This is an optimization exercise on Yosys and OpenROAD, whose aim is small area, not a production implementation.
Only simulation tests tie the RTL to the original design; equivalence was not proved.
No activity file was given, so power comes from the tool's default toggle rates.

### flow/config.mk
export PLATFORM = sky130hd
export DESIGN_NAME = triple_codec
export DESIGN_NICKNAME = triple_codec
export VERILOG_FILES = /design/flow/design.v
export SDC_FILE = /design/flow/constraint.sdc
export NUM_CORES = 4
export LEC_CHECK = 0
export CAP_MARGIN = 20
export CORE_MARGIN = 2
export CORE_UTILIZATION = 36
export CTS_BUF_LIST = sky130_fd_sc_hd__clkbuf_16
export CTS_CLUSTER_DIAMETER = 80
export CTS_CLUSTER_SIZE = 30
export SLEW_MARGIN = 20
### flow/constraint.sdc
create_clock -name core_clock -period 10.0 [get_ports {clk}]
set_input_delay 2.0000 -clock core_clock [delete_from_list [all_inputs] [get_ports {clk}]]
set_output_delay 2.0000 -clock core_clock [all_outputs]
set_load 0.01 [all_outputs]
### flow/design.v
module triple_tx #(
    parameter CHANNEL_COUNT = 112
) (
    input  wire         clk,
    input  wire         rst,
    input  wire         tx_valid,
    output wire         tx_ready,
    input  wire         tx_fd,
    input  wire [7:0]   tx_channel,
    input  wire [31:0]  tx_id,
    input  wire         tx_ext,
    input  wire         tx_rtr,
    input  wire         tx_brs,
    input  wire         tx_esi,
    input  wire [7:0]   tx_len,
    input  wire [511:0] tx_data,
    output wire         txo_valid,
    input  wire         txo_ready,
    output reg  [7:0]   txo_byte,
    output wire         txo_last,
    output reg          tx_err_valid,
    output wire [1:0]   tx_err_code
);
    localparam [7:0] START  = 8'h0F;
    localparam [7:0] END    = 8'hEF;
    localparam [7:0] ESCAPE = 8'h1F;
    localparam [7:0] TX_CAN = 8'h81;
    localparam [2:0] S_IDLE  = 3'd0;
    localparam [2:0] S_SCAN  = 3'd1;
    localparam [2:0] S_START = 3'd2;
    localparam [2:0] S_LEN   = 3'd3;
    localparam [2:0] S_CMD   = 3'd4;
    localparam [2:0] S_BODY  = 3'd5;
    localparam [2:0] S_END   = 3'd6;
    localparam [1:0] ERR_INVALID_LENGTH = 2'd1;
    localparam [1:0] ERR_CHANNEL_RANGE  = 2'd2;
    function is_special;
        input [7:0] b;
        begin
            is_special = (b == START) || (b == END) || (b == ESCAPE);
        end
    endfunction
    reg  [2:0]   state;
    reg          err_chan;   
    wire         idle = (state == S_IDLE);
    reg          len_ok;
    reg  [3:0]   code;
    always @* begin
        len_ok = 1'b0;
        code   = 4'd0;
        if (tx_len <= 8'd8) begin
            len_ok = 1'b1;
            code   = tx_len[3:0];
        end else if (tx_fd) begin
            case (tx_len)
                8'd12: begin len_ok = 1'b1; code = 4'h9; end
                8'd16: begin len_ok = 1'b1; code = 4'hA; end
                8'd20: begin len_ok = 1'b1; code = 4'hB; end
                8'd24: begin len_ok = 1'b1; code = 4'hC; end
                8'd32: begin len_ok = 1'b1; code = 4'hD; end
                8'd48: begin len_ok = 1'b1; code = 4'hE; end
                8'd64: begin len_ok = 1'b1; code = 4'hF; end
                default: begin len_ok = 1'b0; code = 4'h0; end
            endcase
        end
    end
    wire chan_ok = (tx_channel < CHANNEL_COUNT);
    reg  [8*70-1:0] bb;
    reg  [7:0]      L_q;      
    reg  [7:0]      k_lo;     
    reg  [3:0]      k_hi;     
    reg             esc_sent;
    always @(posedge clk) begin
        if (idle) begin
            bb[8*0 +: 8]  <= tx_id[31:24];
            bb[8*1 +: 8]  <= tx_id[23:16];
            bb[8*2 +: 8]  <= tx_id[15:8];
            bb[8*3 +: 8]  <= tx_id[7:0];
            bb[8*4 +: 8]  <= {tx_ext, tx_rtr, tx_fd, tx_fd & tx_brs, code};
            bb[8*5 +: 8]  <= {tx_fd & tx_esi, tx_channel[6:0]};
            bb[8*70-1:48] <= tx_data;
        end
    end
    reg  [8*9-1:0] grp;
    integer gi, bi;
    always @* begin
        grp = {8*9{1'b0}};
        for (gi = 0; gi < 9; gi = gi + 1)
            for (bi = 0; bi < 8; bi = bi + 1)
                if (8*gi + bi < 70)
                    grp[8*gi +: 8] = grp[8*gi +: 8]
                                   | ({8{k_lo[bi]}} & bb[8*(8*gi + bi) +: 8]);
    end
    wire [8*16-1:0] grp_x = {{8*7{1'b0}}, grp};
    wire [7:0]      cur_b = grp_x[8*k_hi +: 8];
    wire [3:0] cap_code = bb[8*4 +: 4];
    wire       cap_fd   = bb[8*4 + 5];
    reg  [6:0] last_k;
    always @* begin
        last_k = 7'd5 + {3'd0, cap_code};
        if (cap_fd)
            case (cap_code)
                4'h9: last_k = 7'd5 + 7'd12;
                4'hA: last_k = 7'd5 + 7'd16;
                4'hB: last_k = 7'd5 + 7'd20;
                4'hC: last_k = 7'd5 + 7'd24;
                4'hD: last_k = 7'd5 + 7'd32;
                4'hE: last_k = 7'd5 + 7'd48;
                4'hF: last_k = 7'd5 + 7'd64;
                default: ;
            endcase
    end
    wire       k_last  = (k_hi == last_k[6:3]) && k_lo[last_k[2:0]];
    reg  [7:0] cur;
    always @* begin
        case (state)
            S_START: cur = START;
            S_LEN:   cur = L_q;
            S_CMD:   cur = TX_CAN;
            S_END:   cur = END;
            default: cur = cur_b;
        endcase
    end
    wire cur_special = is_special(cur);
    wire stuffable   = (state == S_LEN) || (state == S_BODY);
    wire need_esc    = stuffable && cur_special && !esc_sent;
    assign tx_err_code = err_chan ? ERR_CHANNEL_RANGE : ERR_INVALID_LENGTH;
    assign tx_ready  = idle;
    assign txo_valid = (state != S_IDLE) && (state != S_SCAN);
    assign txo_last  = (state == S_END);
    always @* txo_byte = need_esc ? ESCAPE : cur;
    always @(posedge clk) begin
        if (rst) begin
            state        <= S_IDLE;
            tx_err_valid <= 1'b0;
        end else begin
            tx_err_valid <= 1'b0;
            case (state)
                S_IDLE: begin
                    k_lo     <= 8'd1;
                    k_hi     <= 4'd0;
                    esc_sent <= 1'b0;
                    L_q      <= 8'd4;
                    if (tx_valid) begin
                        if (!len_ok) begin
                            tx_err_valid <= 1'b1;
                            err_chan     <= 1'b0;
                        end else if (!chan_ok) begin
                            tx_err_valid <= 1'b1;
                            err_chan     <= 1'b1;
                        end else begin
                            state <= S_SCAN;
                        end
                    end
                end
                S_SCAN: begin
                    L_q <= L_q + {6'd0, cur_special, !cur_special};
                    if (k_last) begin
                        k_lo  <= 8'd1;
                        k_hi  <= 4'd0;
                        state <= S_START;
                    end else begin
                        k_lo <= {k_lo[6:0], k_lo[7]};
                        k_hi <= k_hi + {3'd0, k_lo[7]};
                    end
                end
                default: begin
                    if (txo_ready) begin
                        if (need_esc) begin
                            esc_sent <= 1'b1;
                        end else begin
                            esc_sent <= 1'b0;
                            case (state)
                                S_START: state <= S_LEN;
                                S_LEN:   state <= S_CMD;
                                S_CMD:   state <= S_BODY;
                                S_BODY: begin
                                    if (k_last) state <= S_END;
                                    k_lo <= {k_lo[6:0], k_lo[7]};
                                    k_hi <= k_hi + {3'd0, k_lo[7]};
                                end
                                default: state <= S_IDLE;
                            endcase
                        end
                    end
                end
            endcase
        end
    end
endmodule
module triple_rx #(
    parameter MTU = 100
) (
    input  wire         clk,
    input  wire         rst,
    input  wire         rx_in_valid,
    input  wire [7:0]   rx_in_byte,
    output reg          rx_valid,
    output reg  [2:0]   rx_kind,
    output reg  [7:0]   rx_info,
    output wire [7:0]   rx_raw_len,
    output wire [7:0]   rx_ulen,
    output wire [6:0]   rx_channel,
    output wire [31:0]  rx_id,
    output wire         rx_ext,
    output wire         rx_rtr,
    output wire         rx_brs,
    output wire         rx_esi,
    output reg  [6:0]   rx_len,
    output wire [511:0] rx_data,
    output reg          rx_overflow
);
    localparam [7:0] END    = 8'hEF;
    localparam [7:0] ESCAPE = 8'h1F;
    localparam [2:0] K_CLASSIC   = 3'd0;
    localparam [2:0] K_FD        = 3'd1;
    localparam [2:0] K_STATUS    = 3'd2;
    localparam [2:0] K_FWVERSION = 3'd3;
    localparam [2:0] K_TRUNCATED = 3'd4;
    localparam [2:0] K_UNRECCMD  = 3'd5;
    localparam [2:0] K_INVLEN    = 3'd6;
    localparam LO = 2;     
    localparam HI = 72;    
    reg  [6:0]   count;      
    reg  [6:0]   ulen;       
    reg          fresh;      
    reg          err;        
    reg          prev_esc;   
    reg          uesc;       
    reg  [8*(HI+1)-1:8*LO] ubuf;
    wire [7:0] b        = rx_in_byte;
    wire       b_esc    = (b == ESCAPE);
    wire       boundary = (b == END) && !prev_esc;
    wire [6:0] count_c  = fresh ? 7'd0 : count;
    wire [6:0] ulen_c   = fresh ? 7'd0 : ulen;
    wire       full     = (count_c == MTU);
    wire       store    = !err && !full;
    wire       uwrite   = store && (uesc || !b_esc);
    integer i;
    always @(posedge clk) begin
        if (rx_in_valid && uwrite)
            for (i = LO; i <= HI; i = i + 1)
                if (ulen_c == i)
                    ubuf[8*i +: 8] <= b;
    end
    always @(posedge clk) begin
        if (rst) begin
            fresh       <= 1'b1;
            err         <= 1'b0;
            prev_esc    <= 1'b0;
            uesc        <= 1'b0;
            rx_valid    <= 1'b0;
            rx_overflow <= 1'b0;
        end else begin
            rx_valid    <= 1'b0;
            rx_overflow <= 1'b0;
            if (rx_in_valid) begin
                count <= count_c + {6'd0, store};
                ulen  <= ulen_c + {6'd0, uwrite};
                fresh <= 1'b0;
                if (store)
                    uesc <= uesc ? 1'b0 : b_esc;
                else if (!err) begin
                    err         <= 1'b1;
                    rx_overflow <= 1'b1;
                end
                if (boundary) begin
                    rx_valid <= store;
                    err      <= 1'b0;
                    fresh    <= 1'b1;
                    uesc     <= 1'b0;
                    prev_esc <= 1'b0;
                end else begin
                    prev_esc <= b_esc;
                end
            end
        end
    end
    wire [7:0] cmd  = ubuf[8*2 +: 8];
    wire [7:0] flag = ubuf[8*7 +: 8];
    wire [7:0] chan = ubuf[8*8 +: 8];
    reg  [6:0] length;
    always @* begin
        length = {3'd0, flag[3:0]};
        if (flag[5]) begin
            case (flag[3:0])
                4'h9: length = 7'd12;
                4'hA: length = 7'd16;
                4'hB: length = 7'd20;
                4'hC: length = 7'd24;
                4'hD: length = 7'd32;
                4'hE: length = 7'd48;
                4'hF: length = 7'd64;
                default: length = {3'd0, flag[3:0]};
            endcase
        end
        rx_len = length;
        if (ulen < 7'd3) begin
            rx_kind = K_TRUNCATED;
            rx_info = {1'b0, ulen};
        end else if (cmd == 8'h8A) begin
            rx_kind = K_STATUS;
            rx_info = 8'd0;
        end else if (cmd == 8'h90) begin
            rx_kind = K_FWVERSION;
            rx_info = 8'd0;
        end else if (cmd != 8'h81) begin
            rx_kind = K_UNRECCMD;
            rx_info = cmd;
        end else if (ulen < 7'd9) begin
            rx_kind = K_TRUNCATED;
            rx_info = {1'b0, ulen};
        end else if (!flag[5] && (flag[3:0] > 4'd8)) begin
            rx_kind = K_INVLEN;
            rx_info = {4'd0, flag[3:0]};
        end else if (ulen < 7'd9 + length) begin
            rx_kind = K_TRUNCATED;
            rx_info = {1'b0, ulen};
        end else begin
            rx_kind = flag[5] ? K_FD : K_CLASSIC;
            rx_info = 8'd0;
        end
    end
    assign rx_raw_len = {1'b0, count};
    assign rx_ulen    = {1'b0, ulen};
    assign rx_channel = chan[6:0];
    assign rx_esi     = chan[7];
    assign rx_ext     = flag[7];
    assign rx_rtr     = flag[6];
    assign rx_brs     = flag[4];
    assign rx_id      = {ubuf[8*3 +: 8], ubuf[8*4 +: 8], ubuf[8*5 +: 8], ubuf[8*6 +: 8]};
    genvar g;
    generate
        for (g = 0; g < 64; g = g + 1) begin : g_data
            assign rx_data[8*g +: 8] = ubuf[8*(9 + g) +: 8];
        end
    endgenerate
endmodule
module triple_codec (
    input  wire         clk,
    input  wire         rst,
    input  wire         tx_valid,
    output wire         tx_ready,
    input  wire         tx_fd,
    input  wire [7:0]   tx_channel,
    input  wire [31:0]  tx_id,
    input  wire         tx_ext,
    input  wire         tx_rtr,
    input  wire         tx_brs,
    input  wire         tx_esi,
    input  wire [7:0]   tx_len,
    input  wire [511:0] tx_data,
    output wire         txo_valid,
    input  wire         txo_ready,
    output wire [7:0]   txo_byte,
    output wire         txo_last,
    output wire         tx_err_valid,
    output wire [1:0]   tx_err_code,
    input  wire         rx_in_valid,
    input  wire [7:0]   rx_in_byte,
    output wire         rx_valid,
    output wire [2:0]   rx_kind,
    output wire [7:0]   rx_info,
    output wire [7:0]   rx_raw_len,
    output wire [7:0]   rx_ulen,
    output wire [6:0]   rx_channel,
    output wire [31:0]  rx_id,
    output wire         rx_ext,
    output wire         rx_rtr,
    output wire         rx_brs,
    output wire         rx_esi,
    output wire [6:0]   rx_len,
    output wire [511:0] rx_data,
    output wire         rx_overflow
);
    triple_tx #(.CHANNEL_COUNT(112)) u_tx (
        .clk          (clk),
        .rst          (rst),
        .tx_valid     (tx_valid),
        .tx_ready     (tx_ready),
        .tx_fd        (tx_fd),
        .tx_channel   (tx_channel),
        .tx_id        (tx_id),
        .tx_ext       (tx_ext),
        .tx_rtr       (tx_rtr),
        .tx_brs       (tx_brs),
        .tx_esi       (tx_esi),
        .tx_len       (tx_len),
        .tx_data      (tx_data),
        .txo_valid    (txo_valid),
        .txo_ready    (txo_ready),
        .txo_byte     (txo_byte),
        .txo_last     (txo_last),
        .tx_err_valid (tx_err_valid),
        .tx_err_code  (tx_err_code)
    );
    triple_rx #(.MTU(100)) u_rx (
        .clk         (clk),
        .rst         (rst),
        .rx_in_valid (rx_in_valid),
        .rx_in_byte  (rx_in_byte),
        .rx_valid    (rx_valid),
        .rx_kind     (rx_kind),
        .rx_info     (rx_info),
        .rx_raw_len  (rx_raw_len),
        .rx_ulen     (rx_ulen),
        .rx_channel  (rx_channel),
        .rx_id       (rx_id),
        .rx_ext      (rx_ext),
        .rx_rtr      (rx_rtr),
        .rx_brs      (rx_brs),
        .rx_esi      (rx_esi),
        .rx_len      (rx_len),
        .rx_data     (rx_data),
        .rx_overflow (rx_overflow)
    );
endmodule
### flow/flow/run.sh
#!/bin/bash
# Standard ORFS layout, with the port buffers made of the smallest buffer
# cell (sky130_fd_sc_hd__buf_1) instead of the cell buffer_ports picks
# by default, and clock tree synthesis with clkbuf_16 trunk buffers and
# clkbuf_8 sink-cluster buffers.
set -euo pipefail
export BUFFER_PORTS_ARGS="-buffer_cell sky130_fd_sc_hd__buf_1"
export CTS_ARGS="-sink_clustering_enable -repair_clock_nets -sink_clustering_size 16 -sink_clustering_max_diameter 50 -buf_list sky130_fd_sc_hd__clkbuf_16 -sink_clustering_buffer sky130_fd_sc_hd__clkbuf_8"
bash standard.sh > standard.log 2>&1
### flow/standard.sh
#!/bin/bash
# synth_recipe.tcl (not shown) runs the flow's synth.tcl, then flattens the netlist and writes it again
# the make line also repeats each setting of config.mk as NAME=value (left out here)
make -C /OpenROAD-flow-scripts/flow DESIGN_CONFIG=/design/flow/config.mk WORK_HOME=/design/flow/orfs CLKGATE_MAP_FILE= SYNTH_SCRIPT=/design/flow/synth_recipe.tcl "${@:-finish}"
==> run notes <==
==> routing by layer <==
| metal | wire, um | track usage [%] |
|---|---|---|
| met5 | 27 | 0 |
| met4 | 5470 | 9.52 |
| met3 | 9960 | 3.62 |
| met2 | 73500 | 40.0 |
| met1 | 49300 | 25.9 |
==> tightest hold or removal path, stage by stage (launching register included) <==
cell,delay (ns)
dfxtp_1,0.32
nand2_1,0.06
a21oi_1,0.05
==> layout make-up <==
| class | count | area [um2] | share of cell area (%) |
|---|---|---|---|
| Inverter | 20 | 75.1 | 0.150 |
| Tap cell | 1512 | 1890 | 3.77 |
| Multi-Input combinational cell | 878 | 5880 | 11.7 |
| Clock buffer | 108 | 1600 | 3.19 |
| Sequential cell | 1174 | 35200 | 70.1 |
| Antenna cell | 21 | 52.6 | 0.105 |
| Clock inverter | 77 | 704 | 1.41 |
| Timing Repair Buffer | 1221 | 4760 | 9.50 |
==> sequential cells by signal, indices dropped and copies added (netlist names) <==
signal             cells
u_rx.fresh             1
u_rx.rx_overflow       1
u_tx.state             3
u_tx.tx_err_valid      1
u_tx.err_chan          1
u_rx.ulen              7
u_tx.k_lo              8
u_rx.count             7
u_tx.esc_sent          1
u_rx.uesc              1
u_rx.err               1
u_tx.k_hi              4
u_rx.rx_valid          1
u_rx.prev_esc          1
u_rx.ubuf            568
u_tx.L_q               8
u_tx.bb              560
==> power by group through the flow <==
stage	clock (mW)	combinational, mW	sequential (mW)
5_1_grt	3.27	1.45	6.72
2_1_floorplan	0	0.862	6.69
6_report	3.02	1.34	6.67
3_3_place_gp	0	1.33	6.79
3_5_place_dp	0	1.35	6.75
4_1_cts	3.09	1.36	6.66
==> Yosys cell counts, types with 7 or more instances <==
cell         n  area (um2)
dfxtp_1     10         200
buf_1        8        30.0
edfxtp_1  1164       35000
a21oi_1     42         210
nor2b_1     27         169
nand4_1     33         206
a221oi_1    42         368
a41oi_1     12         105
or3_1        8        50.1
nor2_1     131         492
mux2i_1      7        70.1
nand2_1     67         251
inv_1       19        71.3
xor2_1      19         166
o21ai_0     24         120
a31oi_1     10        62.6
nor3_1      16        80.1
a222oi_1    32         320
and2_1      11        68.8
and3_1      16         100
xnor2_1      7        61.3
ha_1        21         263
o21a_1      15         113
nand3_1     46         230
nand2b_1     7        43.8
a22o_1      42         368
clkbuf_1    39         146
a22oi_1    139        1040
buf_2       51         255
==> final timing paths <==
path            endpoint  slack, ns    startpoint
min reg2reg    u_rx.uesc       0.47     u_rx.uesc
min            u_rx.uesc       0.47     u_rx.uesc
max reg2reg  u_tx.L_q[4]       4.87  u_tx.k_lo[2]
max          txo_byte[4]       2.95  u_tx.k_lo[2]
==> per-stage QoR <==
| step | setup TNS [ns] | utilization (%) | power, mW | area (um2) | cells |
|---|---|---|---|---|---|
| after floorplan | -2390.49 | - | 7.55 | 41600 | 2177 |
| after global placement | 0 | 41.7 | 8.12 | 47800 | 4804 |
| after detailed placement | 0 | 41.7 | 8.11 | 47800 | 4805 |
| after CTS | 0 | 43.7 | 11.1 | 50100 | 4990 |
| after global routing | 0 | 43.8 | 11.4 | 50100 | 5008 |
| final | 0 | 43.8 | 11.0 | 50100 | 5011 |
==> kinds of logic (layout without fill, tap and decap cells) <==
group	count (synthesis)	in the layout	share of synthesized area [%]
flip-flops	1174	1174	84.5
other	1	23	0.00902
adder cells (fa/ha/maj)	22	22	0.680
multiplexers	10	10	0.268
AO/OA/AOI/OAI	422	422	7.89
AND/OR/NAND/NOR	396	396	4.71
buffers and inverters	125	1426	1.35
XOR/XNOR	26	26	0.548
==> run notes <==
I/O Pins=about 1200; Fin. Hold Viols=0; filler instances=10300; Clk network pwr share=between 20% and 30%; crit share post-route=70.5%; CP Launch Type=flop; clk latency of the worst-skew pair=approximately 0.65 ns; Max-Cap Viols=0; post-synthesis register bit count=~1200; worst r2r path cells=15; Max H-tree Level=3; setup bufs post-CTS=0; Vias per Instance=5.27; FMAX=~140 MHz; worst hold path class=reg -> reg; Min Hold Slack=0.466 ns; commonest non-fill, non-tap cell in the layout=buf_1; root buf cell=clkbuf_16; Worst path depth=12; Most used DFF post-synth=edfxtp_1; Total Routing Usage GR=22.1%; deepest clock path buffer count=3; Post-synth EDFFs=roughly 1200; min cycle time layout=between 7 and 8 ns; Worst path max stage delay=0.88 ns; DRC=0; final slew viol count=0; hold path depth=2; Port-buffer cells=~1200; DRT Wirelength=around 140 mm; worst slew pin tran=~1.1 ns; post-CTS sizing=0; die footprint=around 0.12 mm2; Mean Syn Cell Area=roughly 19 um2; layout cells sized above 1=about 6.5%; # hold bufs at CTS=0; cell mode on critical path=buf_4; Seq pwr share=~60%; switching power=slightly above 3 mW; largest net degree at the start of global routing=roughly 190; Setup Viol. Count Final=0; Fin Clk Skew=about 0.041 ns; synth unique cells=a little over 80; worst path bufs/invs=3; Sw Ratio=between 20% and 30%; Num CTS Buffers=107; asr flop ratio synth=0%; Ys Warns=2; LEAKAGE=between 15 and 20 nW; via count=26400; Cell Rows=around 120; Critical Path Sink Type=output pin; worst setup path category=reg -> out; Chip Width=around 340 um; clk slew on worst S/H paths=about 0.09 ns; Mapped Cells=2176; CP required=roughly 8.0 ns; hpwl dp=a little over 100 mm; Initial Util=36.3%; CTS sink count=roughly 1200; initial antenna violation count=26; first-pass GRT wire length=~190 mm; RSZ-0062 raised after global routing=no; CP arrival=between 5 and 6 ns; outcome=no timing/DRC/antenna violations; Peak VDD IR=roughly 0.00015 V; CTS tree=done; Pre-Repair DR Iteration Count=9; CP delay by family, top=compound AO/OA/AOI/OAI gates; sequential cell area fraction in the yosys report=between 80% and 90%; Int Power=around 8 mW; total gr overflow=0; Max transition margin=between 20% and 30%; gpl congestion=roughly 0.88; worst-path fanout max=39; Routed wire per std cell=27.6 um; commonest cells after routing, fill and taps aside=buf_1 (1172), edfxtp_1 (1164), a22oi_1 (139), nor2_1 (131), clkbuf_8 (98); CP cell instances=buf_4 -> buf_4 -> a222oi_1 -> and3_1 -> a221oi_1 -> a311oi_1 -> o41ai_1 -> o2111a_1 -> o2111a_2 -> and2_1 -> nand2b_1 -> buf_1; Post-Syn Area=between 0.04 and 0.05 mm2; Die Height=roughly 340 um; pre-CTS WS=about 3.6 ns; setup ws final=~2.9 ns; area of the core=0.115 mm2; Slowest-stage cell, CP=a221oi_1; nets@finish=4002; Comb power frac=12.2%; vias in the first global route=25000; P per Cell Area=220 mW/mm2; Area Overhead vs Synth=20.5%; antenna viol nets, final=0; drt initial violations=2425

==> what the ideal ports hide <==
How much do the figures lean on ideal ports? The routed layout below was timed once more, with nothing changed but the port constraints. Step 1 assumes that a clkbuf_16 drives the clock port and a buf_2 every other input. Step 2, shift: input delay + t, output delay - t, t = (earliest + latest rising clock arrival at the registers) / 2. This alone moves slack from input paths to output paths. Three values: ideal, step 1, step 2; two values: the first two.
t, ns: 0.711
setup WS [ns]: 2.949 / 2.880 / 3.591
worst setup path at the end: register to output
worst register clock-pin slew, ns: 0.10 / 0.10
pins driven straight from the clock port: 1
After both steps this run still meets setup and hold. The setup slack of this run moves by -0.069 ns with the drivers and by +0.642 ns with both steps.
